What follows belongs to an exercise in optimizing a design on an open flow for small area, a short achievable clock period and few clock cycles; a production flow would make more cautious choices. Where RTL was checked, it was by simulation tests only, not by an equivalence proof against the original.

==> inputs of job 3135 <==
==> flow/design.v (excerpt) <==
module iir_line #(
    parameter WORK_WORDS = 64,
    parameter MAX_CHANNELS = 4
) (
    input  wire        clk,
    input  wire        rst,
    input  wire        start,
    input  wire [6:0]  len,         
    input  wire [2:0]  chans,       
    input  wire [31:0] a0a1,
    input  wire [31:0] a2a3,
    input  wire [31:0] b1b2,
    input  wire [31:0] cprev,
    input  wire [31:0] cnext,
    output wire        idle,
    input  wire        in_valid,
    output wire        in_ready,
    input  wire [31:0] in_data,
    output wire        out_valid,
    input  wire        out_ready,
    output wire [31:0] out_data
);
export LEC_CHECK = 0
export CAP_MARGIN = 20
export CORE_MARGIN = 2
export CORE_UTILIZATION = 55
export PLACE_DENSITY = 0.75
export SLEW_MARGIN = 20
create_clock -name core_clock -period 72.0 [get_ports {clk}]
standard.sh (not shown) runs the stock make flow with config.mk's settings and CLKGATE_MAP_FILE= SYNTH_SCRIPT=/design/flow/synth_recipe.tcl, a recipe that flattens the netlist after the stock synthesis.
==> flow/flow/run.sh <==
#!/bin/bash
set -o pipefail
bash standard.sh SETUP_SLACK_MARGIN=56 finish 2>&1 | tee make_finish.log
==> job 7293 (differences from job 3135) <==
--- a/flow/design.v
+++ b/flow/design.v
@@ -2195,29 +2195,31 @@
     input  wire        inf,
     input  wire        zero,
     input  wire        s,
     input  wire [9:0]  e,
     input  wire [23:0] m,
     input  wire        r,
     output reg  [31:0] w
 );
-    wire [30:0] wn = {e[7:0], m[22:0]} + {30'd0, r};
-    wire [23:0] ms = m >> (5'd1 - e[4:0]);
-    wire        big = ~e[9] & (e >= 10'd255);
-    wire        nrm = ~e[9] & (e != 10'd0);
+    wire [24:0] mr = {1'b0, m} + {24'd0, r};
+    wire [9:0]  e1 = mr[24] ? e + 10'd1 : e;
+    wire [23:0] m1 = mr[24] ? 24'h800000 : mr[23:0];
+    wire [23:0] ms = m1 >> (5'd1 - e1[4:0]);
     always @* begin
         if (nan)
             w = 32'h7FC00000;
-        else if (inf || (~zero && big))
+        else if (inf)
             w = {s, 8'hFF, 23'd0};
-        else if (zero || ($signed(e) < -10'sd23))
+        else if (zero || ($signed(e1) < -10'sd23))
             w = {s, 31'd0};
-        else if (nrm)
-            w = {s, wn};
+        else if (!e1[9] && e1 >= 10'd255)
+            w = {s, 8'hFF, 23'd0};
+        else if (!e1[9] && e1 != 10'd0)
+            w = {s, e1[7:0], m1[22:0]};
         else
             w = {s, 8'd0, ms[22:0]};
     end
 endmodule
 module iir_faddu (
     input  wire        xnan, xinf, xzero, xs,
     input  wire [9:0]  xe,
     input  wire [24:0] xm,
@@ -2265,26 +2267,31 @@
     reg [6:0]  len_r;
     reg [2:0]  chans_r;
     reg [31:0] k_r;
     always @(posedge clk) begin
         len_r   <= len;
         chans_r <= chans;
         k_r     <= b1b2;
     end
-    wire [7:0]  kf      = k_r[30:23];
-    wire        kn_sub  = (kf == 8'd0) & (k_r[22:0] != 23'd0);
-    wire        kn_nan  = (kf == 8'hFF) & (k_r[22:0] != 23'd0);
-    wire        kn_inf  = (kf == 8'hFF) & (k_r[22:0] == 23'd0);
-    wire        kn_zero = (kf == 8'd0) & (k_r[22:0] == 23'd0);
-    wire        kn_s    = k_r[31];
-    wire [9:0]  kn_e    = {2'b00, kf};
-    wire [23:0] kn_m    = {kf != 8'd0, k_r[22:0]};
-    wire [4:0]  kn_tz;
-    iir_tz u_ktz (.m(kn_m), .r(1'b0), .tz(kn_tz));
+    wire        kn_nan_w, kn_inf_w, kn_zero_w, kn_s_w;
+    wire [9:0]  kn_e_w;
+    wire [23:0] kn_m_w;
+    iir_unpack u_kunp (.w(k_r), .nan(kn_nan_w), .inf(kn_inf_w), .zero(kn_zero_w),
+                       .s(kn_s_w), .e(kn_e_w), .m(kn_m_w));
+    wire [4:0]  kn_tz_w;
+    iir_tz u_ktz (.m(kn_m_w), .r(1'b0), .tz(kn_tz_w));
+    reg        kn_nan, kn_inf, kn_zero, kn_s;
+    reg [9:0]  kn_e;
+    reg [23:0] kn_m;
+    reg [4:0]  kn_tz;
+    always @(posedge clk) begin
+        kn_nan <= kn_nan_w; kn_inf <= kn_inf_w; kn_zero <= kn_zero_w;
+        kn_s <= kn_s_w; kn_e <= kn_e_w; kn_m <= kn_m_w; kn_tz <= kn_tz_w;
+    end
     reg        busy, idle_r, in_ready_r, rdy_n, ov_n;
     reg        in_pass, in_done;
     reg [6:0]  pc;
     reg [2:0]  ch;
     reg [5:0]  addr;
     reg [31:0] x_r;
     reg        x_new, x_pend, x_pass, x_first, x_last;
     reg [1:0]  x_ch;
@@ -2327,30 +2334,32 @@
                       .e(a_e), .m(a_m), .r(a_r));
     iir_tz u_atz (.m(a_m), .r(a_r), .tz(a_tz));
     wire        xu_nan, xu_inf, xu_zero, xu_s, cu_nan, cu_inf, cu_zero, cu_s;
     wire [9:0]  xu_e, cu_e;
     wire [23:0] xu_m, cu_m;
     wire [4:0]  xu_tz, cu_tz;
     iir_unpack u_xunp (.w(x_r), .nan(xu_nan), .inf(xu_inf), .zero(xu_zero),
                        .s(xu_s), .e(xu_e), .m(xu_m));
-    iir_unpack u_cunp (.w(slow1 ? k_r : acoef), .nan(cu_nan), .inf(cu_inf), .zero(cu_zero),
+    iir_unpack u_cunp (.w(acoef), .nan(cu_nan), .inf(cu_inf), .zero(cu_zero),
                        .s(cu_s), .e(cu_e), .m(cu_m));
     iir_tz u_xtz (.m(xu_m), .r(1'b0), .tz(xu_tz));
     iir_tz u_ctz (.m(cu_m), .r(1'b0), .tz(cu_tz));
     wire        xa_nan_w, xa_inf_w, xa_zero_w, xa_s_w;
     wire [9:0]  xa_e_w;
     wire [24:0] xa_m_w;
     iir_fmulu u_mula (
         .a_nan (slow1 ? a_nan  : xu_nan),  .a_inf(slow1 ? a_inf : xu_inf),
         .a_zero(slow1 ? a_zero : xu_zero), .a_s  (slow1 ? a_s   : xu_s),
         .a_e   (slow1 ? a_e    : xu_e),    .a_m  (slow1 ? a_m   : xu_m),
         .a_r   (slow1 & a_r),              .a_tz (slow1 ? a_tz  : xu_tz),
-        .c_nan (cu_nan), .c_inf(cu_inf), .c_zero(cu_zero), .c_s(cu_s),
-        .c_e   (cu_e),   .c_m  (cu_m),   .c_tz  (cu_tz),
+        .c_nan (slow1 ? kn_nan  : cu_nan), .c_inf(slow1 ? kn_inf : cu_inf),
+        .c_zero(slow1 ? kn_zero : cu_zero),.c_s  (slow1 ? kn_s   : cu_s),
+        .c_e   (slow1 ? kn_e    : cu_e),   .c_m  (slow1 ? kn_m   : cu_m),
+        .c_tz  (slow1 ? kn_tz   : cu_tz),
         .nan(xa_nan_w), .inf(xa_inf_w), .zero(xa_zero_w), .s(xa_s_w), .e(xa_e_w), .m(xa_m_w));
     wire        k_nan  = ~slow2 & kn_nan;
     wire        k_inf  = ~slow2 & kn_inf;
     wire        k_zero = ~slow2 & kn_zero;
     wire        k_s    = ~slow2 & kn_s;
     wire [9:0]  k_e    = slow2 ? 10'd127 : kn_e;
     wire [23:0] k_m    = s2_seed ? 24'd0 : slow2 ? 24'h800000 : kn_m;
     wire [4:0]  k_tz   = slow2 ? 5'd23 : kn_tz;
@@ -2368,60 +2377,49 @@
     wire [9:0]  n_e;
     wire [23:0] n_m;
     iir_loop u_rec (
         .ps(b_ps), .pc(b_pc), .e0(e0), .tzp(tzp),
         .p_s(p_s), .p_nan(p_nan), .p_inf(p_inf), .p_zero(p_zero),
         .x_s(xa_s), .x_nan(xa_nan), .x_inf(xa_inf), .x_zero(xa_zero), .x_e(xa_e), .x_m(xa_m),
         .n_s(n_s), .n_nan(n_nan), .n_inf(n_inf), .n_e(n_e), .n_m(n_m), .n_r(n_r));
     wire [37:0] n_st = {n_s, n_nan, n_inf, n_r, n_e, n_m};
-    wire [37:0] q_st = {xa_s_w, xa_nan_w, xa_inf_w, 1'b0, xa_m_w[24] ? xa_e_w + 10'd1 : xa_e_w,
+    wire [37:0] q_st = {xa_s_w, 3'b000, xa_m_w[24] ? xa_e_w + 10'd1 : xa_e_w,
                         xa_m_w[24] ? 24'h800000 : xa_m_w[23:0]};
-    wire        st0_n  = ~slow1 & (s2_seed | c_one);
-    wire        st0_r  = ~slow1 & ~(s2_seed | c_one);
-    wire [37:0] st0_d  = ({38{st0_n}} & n_st) | ({38{st0_r}} & st1) | ({38{slow1}} & q_st);
     wire        s2_done = ~stall & ~slow1;
-    wire        c_one  = (chans_r == 3'd1);
     wire        b1_s, b1_nan, b1_inf, b1_zero, b1_r;
     wire [9:0]  b1_e;
     wire [23:0] b1_m;
     iir_stflags u_bf (.st(st1), .s(b1_s), .nan(b1_nan), .inf(b1_inf), .zero(b1_zero),
                       .e(b1_e), .m(b1_m), .r(b1_r));
     wire [10:0] kb     = {kn_e[9], kn_e} - 11'd127;
     wire        k_fin  = ~kn_nan & ~kn_inf & ~kn_zero;
     wire [9:0]  ex_lo  = (xa_zero | xa_nan | xa_inf) ? e0 :
                          (p_zero | p_nan | p_inf) ? xa_e :
                          ($signed(xa_e) > $signed(e0)) ? xa_e : e0;
     wire        nres_fin = ~(xa_zero & p_zero) & ~xa_nan & ~xa_inf & ~p_nan & ~p_inf;
     wire        tiny_n = nres_fin & ($signed({ex_lo[9], ex_lo} - 11'd25 + kb) < 11'sd1);
     wire        tiny_1 = ~b1_nan & ~b1_inf & ~b1_zero & ($signed({b1_e[9], b1_e} + kb) < 11'sd1);
     wire        tiny_0 = ~a_nan & ~a_inf & ~a_zero & ($signed({a_e[9], a_e} + kb) < 11'sd1);
-    wire        tiny_next = kn_sub ? 1'b1 : ~k_fin ? 1'b0 :
+    wire        c_one  = (chans_r == 3'd1);
+    wire        tiny_next = ~k_fin ? 1'b0 :
                             (s2_v & (s2_seed | c_one)) ? tiny_n :
                             s2_v ? tiny_1 : tiny_0;
     wire        slow1_n = ~slow1 & op_step & tiny_next;
     wire [37:0] st_last = (chans_r == 3'd1) ? st0 : (chans_r == 3'd2) ? st1 :
                           (chans_r == 3'd3) ? st2 : st3;
     wire        b_nan, b_inf, b_zero, b_s, b_r;
     wire [9:0]  b_e;
     wire [23:0] b_m;
     iir_stflags u_sf (.st(st_last), .s(b_s), .nan(b_nan), .inf(b_inf), .zero(b_zero),
                       .e(b_e), .m(b_m), .r(b_r));
     wire        fw_nan, fw_inf, fw_zero, fw_s;
     wire [9:0]  fw_e;
     wire [23:0] fw_m;
-    wire [63:0] rd_oh = 64'd1 << s2_addr;
-    reg  [31:0] rd_w;
-    integer k;
-    always @* begin
-        rd_w = 32'd0;
-        for (k = 0; k < WORK_WORDS; k = k + 1)
-            rd_w = rd_w | (work[k] & {32{rd_oh[k]}});
-    end
-    iir_unpack u_funp (.w(rd_w), .nan(fw_nan), .inf(fw_inf), .zero(fw_zero),
+    iir_unpack u_funp (.w(work[s2_addr]), .nan(fw_nan), .inf(fw_inf), .zero(fw_zero),
                        .s(fw_s), .e(fw_e), .m(fw_m));
     wire [24:0] b_m25 = {1'b0, b_m} + {24'd0, b_r};
     wire        y_nan, y_inf, y_zero, y_s, y_r;
     wire [9:0]  y_e;
     wire [23:0] y_m;
     iir_faddu u_sum (
         .xnan(fu_nan), .xinf(fu_inf), .xzero(fu_zero), .xs(fu_s), .xe(fu_e), .xm({1'b0, fu_m}),
         .ynan(b_nan), .yinf(b_inf), .yzero(b_zero), .ys0(b_s),
@@ -2432,21 +2430,16 @@
     iir_pack u_pack (
         .nan (s3_pass ? y_nan  : b_nan),  .inf(s3_pass ? y_inf : b_inf),
         .zero(s3_pass ? y_zero : b_zero), .s  (s3_pass ? y_s   : b_s),
         .e   (s3_pass ? y_e    : b_e),    .m  (s3_pass ? y_m   : b_m),
         .r   (s3_pass ? y_r    : b_r),    .w  (y_w));
     assign b_w = y_w;
     wire y_v    = ~stall & s3_v & s3_pass;
     wire o_free = ov_n | out_ready;
-    wire s1hold = stall | slow1;
-    wire rdy_a  = busy & ~in_done & ~(stall ? slow1 : slow1_n) & ~(s1hold & op_seed);
-    wire rdy_b  = ~rdy_n & (last_word | (in_first & ~s1hold));
-    wire rdy_c  = (sk_v | y_v) & ~ov_n;
-    wire rdy_nx = busy ? (rdy_a & ~(in_valid & rdy_b) & ~(~out_ready & rdy_c)) : start;
     reg busy_n, done_n, sk_v_n, seed_n, o_v_n;
     always @* begin
         busy_n = busy;
         if (!busy && start) busy_n = 1'b1;
         if (!ov_n && out_ready && o_last) busy_n = 1'b0;
         done_n = in_done;
         if (!busy && start) done_n = 1'b0;
         else if (acc_now && last_word) done_n = 1'b1;
@@ -2475,18 +2468,18 @@
             s3_v       <= 1'b0;
             slow1      <= 1'b0;
             slow2      <= 1'b0;
             o_v        <= 1'b0;
             sk_v       <= 1'b0;
         end else begin
             busy       <= busy_n;
             idle_r     <= ~busy_n;
-            in_ready_r <= rdy_nx;
-            rdy_n      <= ~rdy_nx;
+            in_ready_r <= busy_n & ~done_n & ~sk_v_n & ~seed_n & ~(stall ? slow1 : slow1_n);
+            rdy_n      <= ~(busy_n & ~done_n & ~sk_v_n & ~seed_n & ~(stall ? slow1 : slow1_n));
             o_v        <= o_v_n;
             ov_n       <= ~o_v_n;
             sk_v       <= sk_v_n;
             if (!stall) begin
                 slow1 <= slow1_n;
                 slow2 <= slow1;
                 s3_v  <= ~slow1 & s2_v & ~s2_seed;
                 if (!slow1) begin
@@ -2559,34 +2552,36 @@
             xa_e    <= xa_e_w;
             xa_m    <= xa_m_w;
             s2_seed <= op_seed;
             s2_pass <= x_pass;
             s2_last <= x_last;
             s2_ch   <= x_ch;
             s2_addr <= x_addr;
             if (s2_v) begin
-                st0 <= st0_d;
-                if (!s2_seed) begin
+                if (s2_seed) begin
+                    st0 <= n_st;
+                end else begin
+                    st0 <= (chans_r == 3'd1) ? n_st : st1;
                     st1 <= (chans_r == 3'd2) ? n_st : st2;
                     st2 <= (chans_r == 3'd3) ? n_st : st3;
                     st3 <= n_st;
                 end
             end
             s3_pass <= s2_pass;
             s3_last <= s2_last;
             s3_addr <= s2_addr;
             fu_nan  <= fw_nan;
             fu_inf  <= fw_inf;
             fu_zero <= fw_zero;
             fu_s    <= fw_s;
             fu_e    <= fw_e;
             fu_m    <= fw_m;
         end else if (!stall) begin
-            st0 <= st0_d;               
+            st0 <= q_st;                
         end
         if (!stall && s3_v && !s3_pass)
             work[s3_addr] <= b_w;
         if (sk_v) begin
             if (o_free) begin
                 o_data <= sk_data;
                 o_last <= sk_last;
             end
==> flow/flow/run.sh (replaced) <==
#!/bin/bash
set -o pipefail
bash standard.sh SETUP_SLACK_MARGIN=55 finish 2>&1 | tee make_finish.log
==> job 563 (differences from job 3135) <==
--- a/flow/design.v
+++ b/flow/design.v
@@ -117,17 +117,23 @@
     wire        d1   = (d == 11'd1);
     wire        d2   = (d == 11'd2);
     wire        near = esub & (dm1 | d0 | d1 | d2);
     wire [9:0]  eb   = xb ? x_e : ye;
     wire [24:0] bm  = xb ? x_m : y;
     wire [24:0] sm  = xb ? y : x_m;
     wire [27:0] sf0 = {sm, 3'b000};
     wire [27:0] sfs = sf0 >> fsh;
-    wire [27:0] lostm = ~(28'hFFFFFFF << fsh);
+    wire [27:0] lostm;              
+    genvar k;
+    generate
+        for (k = 0; k < 28; k = k + 1) begin : g_lost
+            assign lostm[k] = (k < fsh);
+        end
+    endgenerate
     wire        fst = |(sf0 & lostm);
     wire [27:0] sfa = sfs | {27'd0, fst};
     wire [28:0] bf  = {1'b0, bm, 3'b000};
     wire [28:0] fr  = esub ? (bf - {1'b0, sfa}) : (bf + {1'b0, sfa});
     reg  [23:0] fm;
     reg         fg, fs;
     reg  [9:0]  fe;
     always @* begin
@@ -202,22 +208,33 @@
 );
     wire [47:0] p    = ps + pc;
     wire        top  = p[47];
     wire        sub  = e0[9] | (e0 == 10'd0);
     wire [9:0]  lsub = 10'd24 - e0;
     wire [5:0]  ls   = (~lsub[9] & (lsub > 10'd48)) ? 6'd49 : lsub[5:0];
     wire [5:0]  lA   = sub ? ls : 6'd23;
     wire [5:0]  lB   = sub ? ls : 6'd24;
-    wire [49:0] ohA  = 50'd1 << lA;
-    wire [49:0] ohB  = 50'd1 << lB;
+    wire [49:0] ohA, ohB;           
+    wire [48:0] mkA, mkB;           
+    genvar k;
+    generate
+        for (k = 0; k < 50; k = k + 1) begin : g_oh
+            assign ohA[k] = (lA == k);
+            assign ohB[k] = (lB == k);
+        end
+        for (k = 0; k < 49; k = k + 1) begin : g_mk
+            assign mkA[k] = (k < lA);
+            assign mkB[k] = (k < lB);
+        end
+    endgenerate
     wire        stA  = ({1'b0, tzp} < ({1'b0, lA} - 7'd1));
     wire        stB  = ({1'b0, tzp} < ({1'b0, lB} - 7'd1));
     wire [49:0] oh   = top ? ohB : ohA;
-    wire [48:0] mask = oh[48:0] - 49'd1;
+    wire [48:0] mask = top ? mkB : mkA;
     wire        st   = top ? stB : stA;
     wire [48:0] px   = {1'b0, p};
     wire        g    = |(px & oh[49:1]);
     wire        l    = |(px & oh[48:0]);
     wire        inc  = g & (st | l);
     wire [48:0] ru   = (px | mask) + 49'd1;
     wire [48:0] rd   = px & ~mask;
     wire [48:0] r    = inc ? ru : rd;
@@ -2141,17 +2158,23 @@
     wire        close = (d == 11'd0) | (d == 11'd1) | (d == 11'h7FF);
     wire        near  = esub & close;
     wire [9:0]  eb    = xbig ? xe : ye;
     wire [24:0] bm = xbig ? xm : ym;
     wire [24:0] sm = xbig ? ym : xm;
     wire [4:0]  fsh = (ad > 11'd27) ? 5'd28 : ad[4:0];
     wire [27:0] sf0 = {sm, 3'b000};
     wire [27:0] sfs = sf0 >> fsh;
-    wire [27:0] lostm = ~(28'hFFFFFFF << fsh);
+    wire [27:0] lostm;              
+    genvar k;
+    generate
+        for (k = 0; k < 28; k = k + 1) begin : g_lost
+            assign lostm[k] = (k < fsh);
+        end
+    endgenerate
     wire        fst = |(sf0 & lostm);
     wire [27:0] sfa = sfs | {27'd0, fst};
     wire [28:0] bf  = {1'b0, bm, 3'b000};
     wire [28:0] fr  = esub ? (bf - {1'b0, sfa}) : (bf + {1'b0, sfa});
     reg  [23:0] fm;
     reg         fg, fs;
     reg  [9:0]  fe;
     always @* begin
- ABC_AREA: unset -> 1
==> summary of the runs <==
- Between job 7293 and job 3135, the lower sequential share of layout area is in job 7293 (gap 0.087 points).
- Die area: job 7293 > job 3135 > job 563.
- The lowest clock skew belongs to job 3135, the highest to job 563.
- Between job 3135 and job 563, the lower cell count is in job 3135 (gap about 10%, measured against job 563).
- Area after synthesis, highest first: job 7293, job 3135, job 563.
- Against job 563, the design area of job 3135 is larger by about 3%.
- Of job 3135 and job 7293, job 7293 has the higher flip-flop and latch count (gap 49).
- Between job 3135 and job 7293, the lower critical path depth is in job 3135 (gap 54).
Testbench counts of job 563, summed over its fixed seeds: cycles 16,008.
The RTL of job 3135 and job 7293 was laid out without a check of its function.

[port drivers added, routing unchanged]
Ports are ideal in the flow. The routed layouts listed here were re-timed in OpenROAD.
Step 1, drivers: a clkbuf_16 drives clk and a buf_2 each remaining input, both assumed.
Step 2, shift: input delay + t, output delay - t, t = (earliest + latest rising clock arrival at the registers) / 2. This alone moves slack from input paths to output paths.
Three values: ideal ports, drivers, drivers and shift; two values: the first two.
run	shift t [ns]	slack for setup (ns)	latest minus earliest clock arrival (ns)	worst data-port slew with drivers (ns)
job 3135	0.993	56.039 / 55.937 / 55.218	0.118 / 0.118	0.16
job 7293	1.045	55.292 / 55.292 / 54.621	0.181 / 0.181	0.31
job 563	1.095	55.898 / 55.775 / 55.124	0.226 / 0.225	0.15
After both steps setup and hold are still met in every run listed. For job 3135, which loses most, drivers alone change the setup slack by -0.102 ns; drivers and shift together by -0.821 ns.
